What follows belongs to an exercise in optimizing a design on an open flow for small area; a production flow would make more cautious choices. At most, simulation tests tie the RTL to the original design; equivalence was not proved. Power figures rest on the tool's default switching activity, not on a simulated workload.

==> module pipe_core, before the edit <==
module pipe_core (
    input  wire        clk,
    input  wire        rst,
    output wire [31:0] imem_addr,
    input  wire [31:0] imem_rdata,
    output wire [4:0]  rf_raddr1,
    output wire [4:0]  rf_raddr2,
    input  wire [31:0] rf_rdata1,
    input  wire [31:0] rf_rdata2,
    output wire        rf_we,
    output wire [4:0]  rf_waddr,
    output wire [31:0] rf_wdata,
    output wire [31:0] dmem_addr,
    output wire        dmem_re,
    output wire        dmem_we,
    output wire [31:0] dmem_wdata,
    input  wire [31:0] dmem_rdata,
    output wire [31:0] pc,
    output wire [31:0] ifid_instr,
    output wire [31:0] idex_instr,
    output wire [31:0] exmem_instr,
    output wire [31:0] memwb_instr
);
    reg [31:2] pc_q;         
    reg [31:0] ifid_q;
    reg [31:0] idex_q;
    reg [31:0] exmem_q;
    reg [31:0] memwb_q;
    reg [31:0] ex_a_q;       
    reg [31:0] ex_b_q;       
    reg        ex_sub_q;     
    reg [31:0] mem_alu_q;    
    reg [31:0] mem_wd_q;     
    reg [31:0] wb_q;         
    wire [5:0] d_op = ifid_q[31:26];
    wire [4:0] d_rs = ifid_q[25:21];
    wire [4:0] d_rt = ifid_q[20:16];
    wire [5:0] e_op = idex_q[31:26];
    wire       e_rtype = (e_op == 6'h00);
    wire       e_lw    = (e_op == 6'h23);
    wire       e_wr    = e_rtype | e_lw;
    wire [4:0] e_dst   = e_op[0] ? idex_q[20:16] : idex_q[15:11];
    wire [5:0] m_op = exmem_q[31:26];
    wire       m_lw = (m_op == 6'h23);
    wire       m_sw = (m_op == 6'h2B);
    wire       m_wr = (m_op == 6'h00) | m_lw;
    wire [4:0] m_dst = m_op[0] ? exmem_q[20:16] : exmem_q[15:11];
    wire [5:0] w_op = memwb_q[31:26];
    wire       w_wr = (w_op == 6'h00) | (w_op == 6'h23);
    wire [4:0] w_dst = w_op[0] ? memwb_q[20:16] : memwb_q[15:11];
    wire [31:0] e_res;
    pc_alu u_alu (.instr(idex_q), .sub(ex_sub_q), .a(ex_a_q), .b(ex_b_q), .res(e_res));
    wire [31:0] m_wb;
    pc_mux2 u_wb (.s(m_lw), .a1(dmem_rdata), .a0(mem_alu_q), .y(m_wb));
    wire d_rs_nz = |d_rs;
    wire d_rt_nz = |d_rt;
    wire m_hit_rs = m_wr & (m_dst == d_rs) & d_rs_nz;
    wire m_hit_rt = m_wr & (m_dst == d_rt) & d_rt_nz;
    wire e_hit_rs = e_wr & (e_dst == d_rs) & d_rs_nz;
    wire e_hit_rt = e_wr & (e_dst == d_rt) & d_rt_nz;
    wire        d_equal;
    wire [31:0] d_xn, d_yn;      
    pc_equnit u_eq (.hs(m_hit_rs), .ht(m_hit_rt), .a(rf_rdata1), .b(rf_rdata2), .c(mem_alu_q),
                    .equal(d_equal), .xn(d_xn), .yn(d_yn));
    wire a_se  = e_hit_rs;
    wire a_sl  = ~e_hit_rs & m_hit_rs & m_lw;
    wire a_sqn = e_hit_rs | (m_hit_rs & m_lw);
    wire b_se  = e_hit_rt;
    wire b_sl  = ~e_hit_rt & m_hit_rt & m_lw;
    wire b_sqn = e_hit_rt | (m_hit_rt & m_lw);
    wire [31:0] d_fa, d_fb;
    pc_fwd u_fa (.se(a_se), .sl(a_sl), .sqn(a_sqn), .e(e_res), .d(dmem_rdata), .qn(d_xn), .y(d_fa));
    pc_fwd u_fb (.se(b_se), .sl(b_sl), .sqn(b_sqn), .e(e_res), .d(dmem_rdata), .qn(d_yn), .y(d_fb));
    wire        d_beq   = (d_op == 6'h04);
    wire        d_j     = (d_op == 6'h02);
    wire        d_taken = d_beq & d_equal;
    wire [31:2] d_next;
    pc_next u_next (.pc(pc_q), .instr(ifid_q[25:0]), .taken(d_taken), .jump(d_j), .next(d_next));
    assign imem_addr   = {pc_q, 2'b00};
    assign pc          = {pc_q, 2'b00};
    assign rf_raddr1   = d_rs;
    assign rf_raddr2   = d_rt;
    assign rf_we       = w_wr;
    assign rf_waddr    = w_dst;
    assign rf_wdata    = wb_q;
    assign dmem_addr   = mem_alu_q;
    assign dmem_re     = m_lw;
    assign dmem_we     = m_sw;
    assign dmem_wdata  = mem_wd_q;
    assign ifid_instr  = ifid_q;
    assign idex_instr  = idex_q;
    assign exmem_instr = exmem_q;
    assign memwb_instr = memwb_q;
    always @(posedge clk) begin
        if (rst) begin
            pc_q    <= 30'd0;
            ifid_q  <= 32'd0;
            idex_q  <= 32'd0;
            exmem_q <= 32'd0;
            memwb_q <= 32'd0;
        end else begin
            pc_q    <= d_next;
            ifid_q  <= imem_rdata;
            idex_q  <= ifid_q;
            exmem_q <= idex_q;
            memwb_q <= exmem_q;
        end
    end
    always @(posedge clk) begin
        ex_sub_q  <= ~ifid_q[31] & ifid_q[1];
        ex_a_q    <= d_fa;
        ex_b_q    <= d_fb;
        mem_alu_q <= e_res;
        mem_wd_q  <= ex_b_q;
        wb_q      <= m_wb;
    end
endmodule
==> module pc_next, before the edit <==
module pc_next (input wire [31:2] pc, input wire [25:0] instr, input wire taken, input wire jump, output wire [31:2] next);
    wire [15:0] pc_lo = pc[17:2];
    wire [13:0] pc_hi = pc[31:18];
    wire [15:0] br_lo;
    wire        br_c16;
    pc_bk_add #(.N(16)) u_pc_br (.a(pc_lo), .b(instr[15:0]), .cin(1'b1), .s(br_lo), .cout(br_c16));
    reg  [16:0] lo_run;      
    reg  [13:0] hi_inc;      
    reg  [13:0] hi_dec;      
    integer k;
    always @(*) begin
        lo_run[0] = 1'b1;
        for (k = 0; k < 16; k = k + 1) lo_run[k+1] = lo_run[k] & pc_lo[k];
        hi_inc[0] = 1'b1;
        hi_dec[0] = 1'b1;
        for (k = 0; k < 13; k = k + 1) begin
            hi_inc[k+1] = hi_inc[k] & pc_hi[k];
            hi_dec[k+1] = hi_dec[k] & ~pc_hi[k];
        end
    end
    wire        br_up   = ~instr[15] & br_c16;
    wire        br_down = instr[15] & ~br_c16;
    wire [29:0] d_pc4 = {pc_hi ^ ({14{lo_run[16]}} & hi_inc), pc_lo ^ lo_run[15:0]};
    wire [29:0] d_br  = {pc_hi ^ (({14{br_up}} & hi_inc) | ({14{br_down}} & hi_dec)), br_lo};
    wire [29:0] d_seq   = taken ? d_br : d_pc4;
    assign next = jump ? {d_pc4[29:26], instr[25:0]} : d_seq;
endmodule
clock: 5.5 ns
lec_check: 0
cap_margin: 20
core_margin: 2
core_utilization: 60
slew_margin: 20
synth_hierarchical: 1
standard.sh (not shown) runs the stock make flow with config.mk's settings and CLKGATE_MAP_FILE= SYNTH_SCRIPT=/design/flow/synth_recipe.tcl, a recipe that flattens the netlist after the stock synthesis.
==> flow/flow/run.sh <==
#!/bin/bash
set -euo pipefail
here=$(cd "$(dirname "$0")" && pwd)
bash standard.sh \
  "BUFFER_PORTS_ARGS=-buffer_cell sky130_fd_sc_hd__buf_1" \
  "PRE_FLOORPLAN_TCL=$here/downsize.tcl" \
  "CTS_ARGS=-sink_clustering_enable -repair_clock_nets -buf_list sky130_fd_sc_hd__clkbuf_8 -sink_clustering_size 16 -sink_clustering_max_diameter 70 -dont_use_dummy_load" \
  finish > standard.log 2>&1
==> flow/flow/downsize.tcl <==
# Before floorplanning: put every logic cell that synthesis sized up back to
# its smallest drive strength of the same function; repair_design and
# repair_timing later size up only the cells that timing needs. Registers,
# buffers and clock cells are left as they are.
set db [ord::get_db]
set n 0
foreach inst [[ord::get_db_block] getInsts] {
  set m [[$inst getMaster] getName]
  if {![regexp {^(sky130_fd_sc_hd__[a-z0-9]+)_([0-9]+)$} $m -> base sz]} { continue }
  if {$sz eq "0" || $sz eq "1"} { continue }
  if {[regexp {df|dl|buf|clk|conb|tap|fill|decap|diode} $base]} { continue }
  foreach k {1 0} {
    set nm [$db findMaster ${base}_$k]
    if {$nm ne "NULL"} {
      $inst swapMaster $nm
      incr n
      break
    }
  }
}
puts "downsize.tcl: $n cells set to their smallest drive strength"
Next try:
--- a/flow/design.v
+++ b/flow/design.v
@@ -72,13 +72,13 @@
     pc_fwd u_fa (.se(a_se), .sl(a_sl), .sqn(a_sqn), .e(e_res), .d(dmem_rdata), .qn(d_xn), .y(d_fa));
     pc_fwd u_fb (.se(b_se), .sl(b_sl), .sqn(b_sqn), .e(e_res), .d(dmem_rdata), .qn(d_yn), .y(d_fb));
     wire        d_beq   = (d_op == 6'h04);
     wire        d_j     = (d_op == 6'h02);
     wire        d_taken = d_beq & d_equal;
     wire [31:2] d_next;
-    pc_next u_next (.pc(pc_q), .instr(ifid_q[25:0]), .taken(d_taken), .jump(d_j), .next(d_next));
+    pc_next u_next (.pc(pc_q), .instr(ifid_q[25:0]), .taken(d_taken), .jump(d_j), .rst(rst), .next(d_next));
     assign imem_addr   = {pc_q, 2'b00};
     assign pc          = {pc_q, 2'b00};
     assign rf_raddr1   = d_rs;
     assign rf_raddr2   = d_rt;
     assign rf_we       = w_wr;
     assign rf_waddr    = w_dst;
@@ -90,29 +90,28 @@
     assign ifid_instr  = ifid_q;
     assign idex_instr  = idex_q;
     assign exmem_instr = exmem_q;
     assign memwb_instr = memwb_q;
     always @(posedge clk) begin
         if (rst) begin
-            pc_q    <= 30'd0;
             ifid_q  <= 32'd0;
             idex_q  <= 32'd0;
             exmem_q <= 32'd0;
             memwb_q <= 32'd0;
         end else begin
-            pc_q    <= d_next;
             ifid_q  <= imem_rdata;
             idex_q  <= ifid_q;
             exmem_q <= idex_q;
             memwb_q <= exmem_q;
         end
     end
     always @(posedge clk) begin
         ex_sub_q  <= ~ifid_q[31] & ifid_q[1];
         ex_a_q    <= d_fa;
         ex_b_q    <= d_fb;
+        pc_q      <= d_next;      
         mem_alu_q <= e_res;
         mem_wd_q  <= ex_b_q;
         wb_q      <= m_wb;
     end
 endmodule
 module pc_bk_add #(parameter N = 32) (
@@ -244,13 +243,14 @@
     generate
         for (i = 0; i < 32; i = i + 1) begin : g_bit
             c_a22o u_y (.a1(s), .a2(a1[i]), .b1(sn), .b2(a0[i]), .y(y[i]));
         end
     endgenerate
 endmodule
-module pc_next (input wire [31:2] pc, input wire [25:0] instr, input wire taken, input wire jump, output wire [31:2] next);
+module pc_next (input wire [31:2] pc, input wire [25:0] instr, input wire taken, input wire jump,
+                input wire rst, output wire [31:2] next);
     wire [15:0] pc_lo = pc[17:2];
     wire [13:0] pc_hi = pc[31:18];
     wire [15:0] br_lo;
     wire        br_c16;
     pc_bk_add #(.N(16)) u_pc_br (.a(pc_lo), .b(instr[15:0]), .cin(1'b1), .s(br_lo), .cout(br_c16));
     reg  [16:0] lo_run;      
@@ -264,18 +264,38 @@
         hi_dec[0] = 1'b1;
         for (k = 0; k < 13; k = k + 1) begin
             hi_inc[k+1] = hi_inc[k] & pc_hi[k];
             hi_dec[k+1] = hi_dec[k] & ~pc_hi[k];
         end
     end
-    wire        br_up   = ~instr[15] & br_c16;
-    wire        br_down = instr[15] & ~br_c16;
-    wire [29:0] d_pc4 = {pc_hi ^ ({14{lo_run[16]}} & hi_inc), pc_lo ^ lo_run[15:0]};
-    wire [29:0] d_br  = {pc_hi ^ (({14{br_up}} & hi_inc) | ({14{br_down}} & hi_dec)), br_lo};
-    wire [29:0] d_seq   = taken ? d_br : d_pc4;
-    assign next = jump ? {d_pc4[29:26], instr[25:0]} : d_seq;
+    wire [15:0] pc4_lo = pc_lo ^ lo_run[15:0];
+    wire up   = taken ? (~instr[15] & br_c16) : lo_run[16];
+    wire down = taken & instr[15] & ~br_c16;
+    wire s_j  = jump & ~rst;
+    wire s_nj = ~jump & ~rst;
+    wire s_b  = taken & ~jump & ~rst;
+    wire s_p  = ~taken & ~jump & ~rst;
+    wire [15:0] nn;
+    wire [13:0] x, y;
+    genvar i;
+    generate
+        for (i = 0; i < 16; i = i + 1) begin : g_lo
+            c_a222oi u_n (.a1(s_j), .a2(instr[i]), .b1(s_b), .b2(br_lo[i]), .c1(s_p), .c2(pc4_lo[i]), .y(nn[i]));
+            c_inv    u_y (.a(nn[i]), .y(next[i+2]));
+        end
+        for (i = 0; i < 14; i = i + 1) begin : g_hi
+            c_a22o u_x (.a1(up), .a2(hi_inc[i]), .b1(down), .b2(hi_dec[i]), .y(x[i]));
+            if (i < 10) begin : j
+                c_xor2 u_s (.a(pc_hi[i]), .b(x[i]), .y(y[i]));
+                c_a22o u_y (.a1(s_j), .a2(instr[16+i]), .b1(s_nj), .b2(y[i]), .y(next[18+i]));
+            end else begin : k
+                c_xnor2 u_s (.a(pc_hi[i]), .b(x[i]), .y(y[i]));
+                c_nor2  u_y (.a(rst), .b(y[i]), .y(next[18+i]));
+            end
+        end
+    endgenerate
 endmodule
 module c_inv (input wire a, output wire y); assign y = ~a; endmodule
 module c_nand2 (input wire a, input wire b, output wire y); assign y = ~(a & b); endmodule
 module c_nor2 (input wire a, input wire b, output wire y); assign y = ~(a | b); endmodule
 module c_and2 (input wire a, input wire b, output wire y); assign y = a & b; endmodule
 module c_nand4 (input wire a, input wire b, input wire c, input wire d, output wire y); assign y = ~(a & b & c & d); endmodule
@@ -286,6 +306,7 @@
 module c_a222oi (input wire a1, input wire a2, input wire b1, input wire b2, input wire c1, input wire c2, output wire y); assign y = ~((a1 & a2) | (b1 & b2) | (c1 & c2)); endmodule
 module c_ha (input wire a, input wire b, output wire s, output wire co); assign s = a ^ b; assign co = a & b; endmodule
 module c_a22oi (input wire a1, input wire a2, input wire b1, input wire b2, output wire y); assign y = ~((a1 & a2) | (b1 & b2)); endmodule
 module c_a22o (input wire a1, input wire a2, input wire b1, input wire b2, output wire y); assign y = (a1 & a2) | (b1 & b2); endmodule
 module c_o21ai (input wire a1, input wire a2, input wire b1, output wire y); assign y = ~((a1 | a2) & b1); endmodule
 module c_and4 (input wire a, input wire b, input wire c, input wire d, output wire y); assign y = a & b & c & d; endmodule
+module c_xor2 (input wire a, input wire b, output wire y); assign y = a ^ b; endmodule
What happened: Design area goes down by about 1.2%. Non-clock buffer count goes up by 1. Utilization goes down by 0.21 points. Worst setup slack got worse by 3.8 ps. Power goes up by about 0.3%. Global-route usage goes up by 0.55 points. Final cell count goes down by 2.9%. Count of clock-buffer cells in the layout does not change. Wire length goes up by 1.6%. Sequential share of layout area goes up by 0.47 points. Maximum frequency stays flat. Combinational power stays flat. Sequential power is about the same.
No functional check of the RTL was part of any run of this note.

pipe_core, a different RTL version from the one above (not shown whole).
Size in the first run: about 1300 cells after synthesis, ~440 I/O pins.
==> module pipe_core, before the edit <==
module pipe_core (
    input  wire        clk,
    input  wire        rst,
    output wire [31:0] imem_addr,
    input  wire [31:0] imem_rdata,
    output wire [4:0]  rf_raddr1,
    output wire [4:0]  rf_raddr2,
    input  wire [31:0] rf_rdata1,
    input  wire [31:0] rf_rdata2,
    output wire        rf_we,
    output wire [4:0]  rf_waddr,
    output wire [31:0] rf_wdata,
    output wire [31:0] dmem_addr,
    output wire        dmem_re,
    output wire        dmem_we,
    output wire [31:0] dmem_wdata,
    input  wire [31:0] dmem_rdata,
    output wire [31:0] pc,
    output wire [31:0] ifid_instr,
    output wire [31:0] idex_instr,
    output wire [31:0] exmem_instr,
    output wire [31:0] memwb_instr
);
    reg [31:2] pc_q;         
    reg [31:0] ifid_q;
    reg [31:0] idex_q;
    reg [31:0] exmem_q;
    reg [31:0] memwb_q;
    reg [31:0] ex_a_q;       
    reg [31:0] ex_b_q;       
    reg        ex_sub_q;     
    reg [31:0] mem_alu_q;    
    reg [31:0] mem_wd_q;     
    reg [31:0] wb_q;         
    wire [5:0] d_op = ifid_q[31:26];
    wire [4:0] d_rs = ifid_q[25:21];
    wire [4:0] d_rt = ifid_q[20:16];
    wire [5:0] e_op = idex_q[31:26];
    wire       e_rtype = (e_op == 6'h00);
    wire       e_lw    = (e_op == 6'h23);
    wire       e_wr    = e_rtype | e_lw;
    wire [4:0] e_dst   = e_op[0] ? idex_q[20:16] : idex_q[15:11];
    wire [5:0] m_op = exmem_q[31:26];
    wire       m_lw = (m_op == 6'h23);
    wire       m_sw = (m_op == 6'h2B);
    wire       m_wr = (m_op == 6'h00) | m_lw;
    wire [4:0] m_dst = m_op[0] ? exmem_q[20:16] : exmem_q[15:11];
    wire [5:0] w_op = memwb_q[31:26];
    wire       w_wr = (w_op == 6'h00) | (w_op == 6'h23);
    wire [4:0] w_dst = w_op[0] ? memwb_q[20:16] : memwb_q[15:11];
    wire [31:0] e_res;
    pc_alu u_alu (.instr(idex_q), .sub(ex_sub_q), .a(ex_a_q), .b(ex_b_q), .res(e_res));
    wire [31:0] m_wb;
    pc_mux2 u_wb (.s(m_lw), .a1(dmem_rdata), .a0(mem_alu_q), .y(m_wb));
    wire [4:0] f_rs = imem_rdata[25:21];
    wire [4:0] f_rt = imem_rdata[20:16];
    wire [5:0] d_opx = ifid_q[31:26];
    wire       d_wr  = (d_opx == 6'h00) | (d_opx == 6'h23);
    wire [4:0] d_dst = d_opx[0] ? ifid_q[20:16] : ifid_q[15:11];
    reg m_hit_rs, m_hit_rt, e_hit_rs, e_hit_rt;
    always @(posedge clk) begin
        if (rst) begin
            m_hit_rs <= 1'b0;
            m_hit_rt <= 1'b0;
            e_hit_rs <= 1'b0;
            e_hit_rt <= 1'b0;
        end else begin
            m_hit_rs <= e_wr & (e_dst == f_rs) & (|f_rs);
            m_hit_rt <= e_wr & (e_dst == f_rt) & (|f_rt);
            e_hit_rs <= d_wr & (d_dst == f_rs) & (|f_rs);
            e_hit_rt <= d_wr & (d_dst == f_rt) & (|f_rt);
        end
    end
    wire        d_equal;
    wire [31:0] d_xn, d_yn;      
    pc_equnit u_eq (.hs(m_hit_rs), .ht(m_hit_rt), .a(rf_rdata1), .b(rf_rdata2), .c(mem_alu_q),
                    .equal(d_equal), .xn(d_xn), .yn(d_yn));
    wire a_se  = e_hit_rs;
    wire a_sl  = ~e_hit_rs & m_hit_rs & m_lw;
    wire a_sqn = e_hit_rs | (m_hit_rs & m_lw);
    wire b_se  = e_hit_rt;
    wire b_sl  = ~e_hit_rt & m_hit_rt & m_lw;
    wire b_sqn = e_hit_rt | (m_hit_rt & m_lw);
    wire [31:0] d_fa, d_fb;
    pc_fwd u_fa (.se(a_se), .sl(a_sl), .sqn(a_sqn), .e(e_res), .d(dmem_rdata), .qn(d_xn), .y(d_fa));
    pc_fwd u_fb (.se(b_se), .sl(b_sl), .sqn(b_sqn), .e(e_res), .d(dmem_rdata), .qn(d_yn), .y(d_fb));
    wire        d_beq   = (d_op == 6'h04);
    wire        d_j     = (d_op == 6'h02);
    wire        d_taken = d_beq & d_equal;
    wire [31:2] d_next;
    pc_next u_next (.pc(pc_q), .instr(ifid_q[25:0]), .taken(d_taken), .jump(d_j), .rst(rst), .next(d_next));
    assign imem_addr   = {pc_q, 2'b00};
    assign pc          = {pc_q, 2'b00};
    assign rf_raddr1   = d_rs;
    assign rf_raddr2   = d_rt;
    assign rf_we       = w_wr;
    assign rf_waddr    = w_dst;
    assign rf_wdata    = wb_q;
    assign dmem_addr   = mem_alu_q;
    assign dmem_re     = m_lw;
    assign dmem_we     = m_sw;
    assign dmem_wdata  = mem_wd_q;
    assign ifid_instr  = ifid_q;
    assign idex_instr  = idex_q;
    assign exmem_instr = exmem_q;
    assign memwb_instr = memwb_q;
    always @(posedge clk) begin
        if (rst) begin
            ifid_q  <= 32'd0;
            idex_q  <= 32'd0;
            exmem_q <= 32'd0;
            memwb_q <= 32'd0;
        end else begin
            ifid_q  <= imem_rdata;
            idex_q  <= ifid_q;
            exmem_q <= idex_q;
            memwb_q <= exmem_q;
        end
    end
    always @(posedge clk) begin
        ex_sub_q  <= ~ifid_q[31] & ifid_q[1];
        ex_a_q    <= d_fa;
        ex_b_q    <= d_fb;
        pc_q      <= d_next;      
        mem_alu_q <= e_res;
        mem_wd_q  <= ex_b_q;
        wb_q      <= m_wb;
    end
endmodule
export LEC_CHECK = 0
export CAP_MARGIN = 20
export CORE_MARGIN = 2
export CORE_UTILIZATION = 60
export SLEW_MARGIN = 20
export SYNTH_HIERARCHICAL = 1
create_clock -name core_clock -period 5.5 [get_ports {clk}]
Scripts as last shown in full above: flow/flow/run.sh, flow/flow/downsize.tcl
Change:
--- a/flow/design.v
+++ b/flow/design.v
@@ -60,15 +60,8 @@
     reg m_hit_rs, m_hit_rt, e_hit_rs, e_hit_rt;
     always @(posedge clk) begin
-        if (rst) begin
-            m_hit_rs <= 1'b0;
-            m_hit_rt <= 1'b0;
-            e_hit_rs <= 1'b0;
-            e_hit_rt <= 1'b0;
-        end else begin
-            m_hit_rs <= e_wr & (e_dst == f_rs) & (|f_rs);
-            m_hit_rt <= e_wr & (e_dst == f_rt) & (|f_rt);
-            e_hit_rs <= d_wr & (d_dst == f_rs) & (|f_rs);
-            e_hit_rt <= d_wr & (d_dst == f_rt) & (|f_rt);
-        end
+        m_hit_rs <= e_wr & (e_dst == f_rs) & (|f_rs);
+        m_hit_rt <= e_wr & (e_dst == f_rt) & (|f_rt);
+        e_hit_rs <= d_wr & (d_dst == f_rs) & (|f_rs);
+        e_hit_rt <= d_wr & (d_dst == f_rt) & (|f_rt);
     end
     wire        d_equal;
The changed run finished with timing, DRC and antenna clean.
Clock-buffer cell count stays the same.
Worst setup slack gets better by 0.055 ns.
Die area stays flat.
Non-clock buffer count falls by 2.
Power rises by a few percent.
Final area barely changes.

[re-timing with driven ports]
In the flow no input, the clock included, has a driving cell. The finished layouts below were timed again as built, in two steps. Step 1 (the two cells are an assumption about what drives the block):
set clk [get_ports {clk}]
set_driving_cell -lib_cell sky130_fd_sc_hd__clkbuf_16 $clk
set_driving_cell -lib_cell sky130_fd_sc_hd__buf_2 [delete_from_list [all_inputs] $clk]
Step 2, shift: input delay + t, output delay - t, t = (earliest + latest rising clock arrival at the registers) / 2. This alone moves slack from input paths to output paths. Three values: no drivers, after step 1, after step 2; two values: the first two.
| run | shift t [ns] | setup slack, ns | slew at the worst register clock pin (ns) | worst data-port slew with drivers (ns) |
|---|---|---|---|---|
| the first run of note 1 | 0.605 | 0.354 / 0.354 / 0.354 | 0.11 / 0.11 | 0.07 |
| the second run of note 1 | 0.611 | 0.351 / 0.351 / 0.351 | 0.12 / 0.12 | 0.06 |
| the first run of note 2 | 0.590 | 0.675 / 0.675 / 0.675 | 0.11 / 0.11 | 0.07 |
| the second run of note 2 | 0.595 | 0.730 / 0.730 / 0.730 | 0.11 / 0.11 | 0.07 |
After both steps setup and hold are still met in every run listed.
